Background: an optimization exercise with open tools, aiming at small area, a short achievable clock period and few clock cycles. Do not read the settings as production practice. Where RTL was checked, it was by simulation tests only, not by an equivalence proof against the original. Power is estimated from default activity; no workload was simulated.

## csa20_core
module csa20_core (
    input  wire        clk,
    input  wire        rst,           
    output reg         mem_valid,
    output reg         mem_we,
    output reg  [10:0] mem_addr,
    output reg  [19:0] mem_wdata,
    input  wire        mem_ready,
    input  wire [19:0] mem_rdata,
    output wire        halted,
    output wire [1:0]  halt_code,     
    output wire [3:0]  mfr,
    output wire        cc_ov,
    output wire        cc_uf
);
    localparam [5:0] OP_LDR = 6'd1,  OP_STR = 6'd2,  OP_LDA = 6'd3,  OP_AMR = 6'd4,
                     OP_SMR = 6'd5,  OP_AIR = 6'd6,  OP_SIR = 6'd7,  OP_LDX = 6'd33,
                     OP_STX = 6'd34;
    localparam [11:0] BOOT_PC       = 12'd10;
    localparam [11:0] FAULT_ENTRY   = 12'd43;
    localparam [10:0] FAULT_PC_SAVE = 11'd4;
    reg s_f;         
    reg s_a1;        
    reg s_a2;        
    reg s_op;        
    reg s_h;         
    reg [11:0] pc;           
    reg [19:0] gpr [0:3];
    reg [12:0] ix  [1:3];
    reg [1:0]  mfr_r;        
    reg        ov_r, uf_r;
    reg [1:0]  hcode;
    reg        c_ldr, c_st, c_ldx, c_alu, c_stx, c_sub, c_lda;
    reg        c_stx0;       
    reg        c_ldt0;       
    reg [3:0]  rsel;         
    reg [3:1]  xsel;         
    reg        ind;
  ...
Size: ~960 cells after synthesis, about 180 flip-flops, ~65 I/O pins, ~10,000 µm² of cells after synthesis.
export LEC_CHECK = 0
export CAP_MARGIN = 20
export CORE_MARGIN = 2
export CORE_UTILIZATION = 40
export SLEW_MARGIN = 20
create_clock -name core_clock -period 10.0 [get_ports {clk}]
standard.sh (not shown) runs the stock make flow with config.mk's settings and CLKGATE_MAP_FILE= SYNTH_SCRIPT=/design/flow/synth_recipe.tcl, a recipe that flattens the netlist after the stock synthesis.
==> flow/flow/run.sh <==
#!/bin/bash
# The standard layout, with timing repair aiming at 6 ns of setup slack and
# plain buffers (not delay cells) on the ports.
set -euo pipefail
export SETUP_SLACK_MARGIN=6
export BUFFER_PORTS_ARGS="-buffer_cell sky130_fd_sc_hd__buf_4"
bash standard.sh SETUP_SLACK_MARGIN=6 "BUFFER_PORTS_ARGS=-buffer_cell sky130_fd_sc_hd__buf_4" finish > standard_flow.log 2>&1
The baseline completed with no timing, DRC or antenna violations.
Change:
--- a/flow/design.v
+++ b/flow/design.v
@@ -24,44 +24,47 @@
     reg s_a2;        
     reg s_op;        
     reg s_h;         
     reg [11:0] pc;           
     reg [19:0] gpr [0:3];
     reg [12:0] ix  [1:3];
     reg [1:0]  mfr_r;        
     reg        ov_r, uf_r;
     reg [1:0]  hcode;
-    reg        c_ldr, c_st, c_ldx, c_alu, c_stx, c_sub, c_lda;
+    reg        c_ldr, c_st, c_ldx, c_alu, c_sub, c_lda;
     reg        c_stx0;       
     reg        c_ldt0;       
     reg [3:0]  rsel;         
     reg [3:1]  xsel;         
+    reg [3:1]  xsel_w;       
     reg        ind;
     reg [19:0] ea;           
     reg        flt;          
     reg        flt_op;       
     reg        pend;         
     assign halted    = s_h;
     assign halt_code = hcode;
     assign mfr       = {2'b00, mfr_r};
     assign cc_ov     = ov_r;
     assign cc_uf     = uf_r;
     wire [12:0] ix_x = ({13{xsel[1]}} & ix[1]) | ({13{xsel[2]}} & ix[2]) |
                        ({13{xsel[3]}} & ix[3]);
     wire [19:0] gpr_r = ({20{rsel[0]}} & gpr[0]) | ({20{rsel[1]}} & gpr[1]) |
                         ({20{rsel[2]}} & gpr[2]) | ({20{rsel[3]}} & gpr[3]);
+    wire [12:0] ix_w = ({13{xsel_w[1]}} & ix[1]) | ({13{xsel_w[2]}} & ix[2]) |
+                       ({13{xsel_w[3]}} & ix[3]);
     wire [3:1] ix_tgt = c_lda ? rsel[3:1] : xsel;
     wire fault = flt;
     always @(*) begin
         mem_valid = ~s_h;
         mem_we    = fault | (s_op & c_st);
         mem_addr  = fault ? FAULT_PC_SAVE : (s_f ? pc[10:0] : ea[10:0]);
-        mem_wdata = fault ? {8'd0, pc} : (c_stx ? {7'd0, ix_x} : gpr_r);
+        mem_wdata = fault ? {8'd0, pc} : (gpr_r | {7'd0, ix_w});
     end
     wire xfer = ~s_h & mem_ready;
     wire [5:0] d_op = mem_rdata[19:14];
     wire [1:0] d_r  = mem_rdata[13:12];
     wire [1:0] d_x  = mem_rdata[11:10];
     wire d_ldr = (d_op == OP_LDR);
     wire d_str = (d_op == OP_STR);
     wire d_lda = (d_op == OP_LDA);
     wire d_ldx = (d_op == OP_LDX) | d_lda;
@@ -155,24 +158,24 @@
         end
     end
     always @(posedge clk) begin
         if (f_go) begin
             c_ldr  <= d_ldr;
             c_st   <= d_str | d_stx;
             c_ldx  <= d_ldx;
             c_lda  <= d_lda;
             c_alu  <= d_amr;
-            c_stx  <= d_stx;
             c_sub  <= d_sub;
             c_stx0 <= d_stx0;
             c_ldt0 <= d_ldt0;
             rsel   <= {4{~d_stx}} & (4'b0001 << d_r);
             xsel   <= (4'b0001 << d_x) >> 1;
+            xsel_w <= {3{d_stx}} & ((4'b0001 << d_x) >> 1);
             ind    <= mem_rdata[9];
             flt_op <= ~d_legal;
         end
     end
     always @(posedge clk) begin
         if (xfer) begin
             if (s_f)
                 ea <= {20{d_op == OP_SIR}} ^ {12'd0, mem_rdata[7:0]};
             else if (s_a1)
Effect: The changed run finished clean. Synthesized area increases by about 0.9%. Worst hold slack degrades by 0.015 ns. Critical path depth fell by 1. Sequential power climbs by 2.5%. First-iteration DRC count came out higher by 27%. Setup slack hardly moves. Total power climbs by 2.2%. Core utilization goes down by 0.22 points. Global-route usage hardly moves. Clock skew barely changes. Sequential share of layout area increases by 0.46 points. Wire length is about the same.
Testbench counts after the change, summed over its fixed seeds: cycles 19,209.
No functional check of the RTL was part of the first run of this note.

==> port drivers added, routing unchanged <==
The results above use ideal ports. As a check the final layouts listed here were re-extracted and re-timed, cells and wires unchanged.
Step 1 assumes that a clkbuf_16 drives the clock port and a buf_2 every other input.
Step 2 moves the port delays by t, midway between the first and last clock arrival at a register: inputs arrive t later, outputs are due t later. That takes back most of the time a late clock gives input paths.
Three values: no drivers, after step 1, after step 2; two values: the first two.
run	t, ns	setup slack, ns	hold slack, ns	worst register clock-pin slew, ns	worst data-port slew with drivers (ns)
the first run	0.478	5.967 / 5.924 / 5.663	0.479 / 0.479 / 0.479	0.08 / 0.08	0.04
the second run	0.479	5.970 / 5.927 / 5.643	0.465 / 0.465 / 0.465	0.08 / 0.08	0.03
After both steps setup and hold are still met in every run listed. For the second run, which loses most, drivers alone change the setup slack by -0.043 ns; drivers and shift together by -0.327 ns.
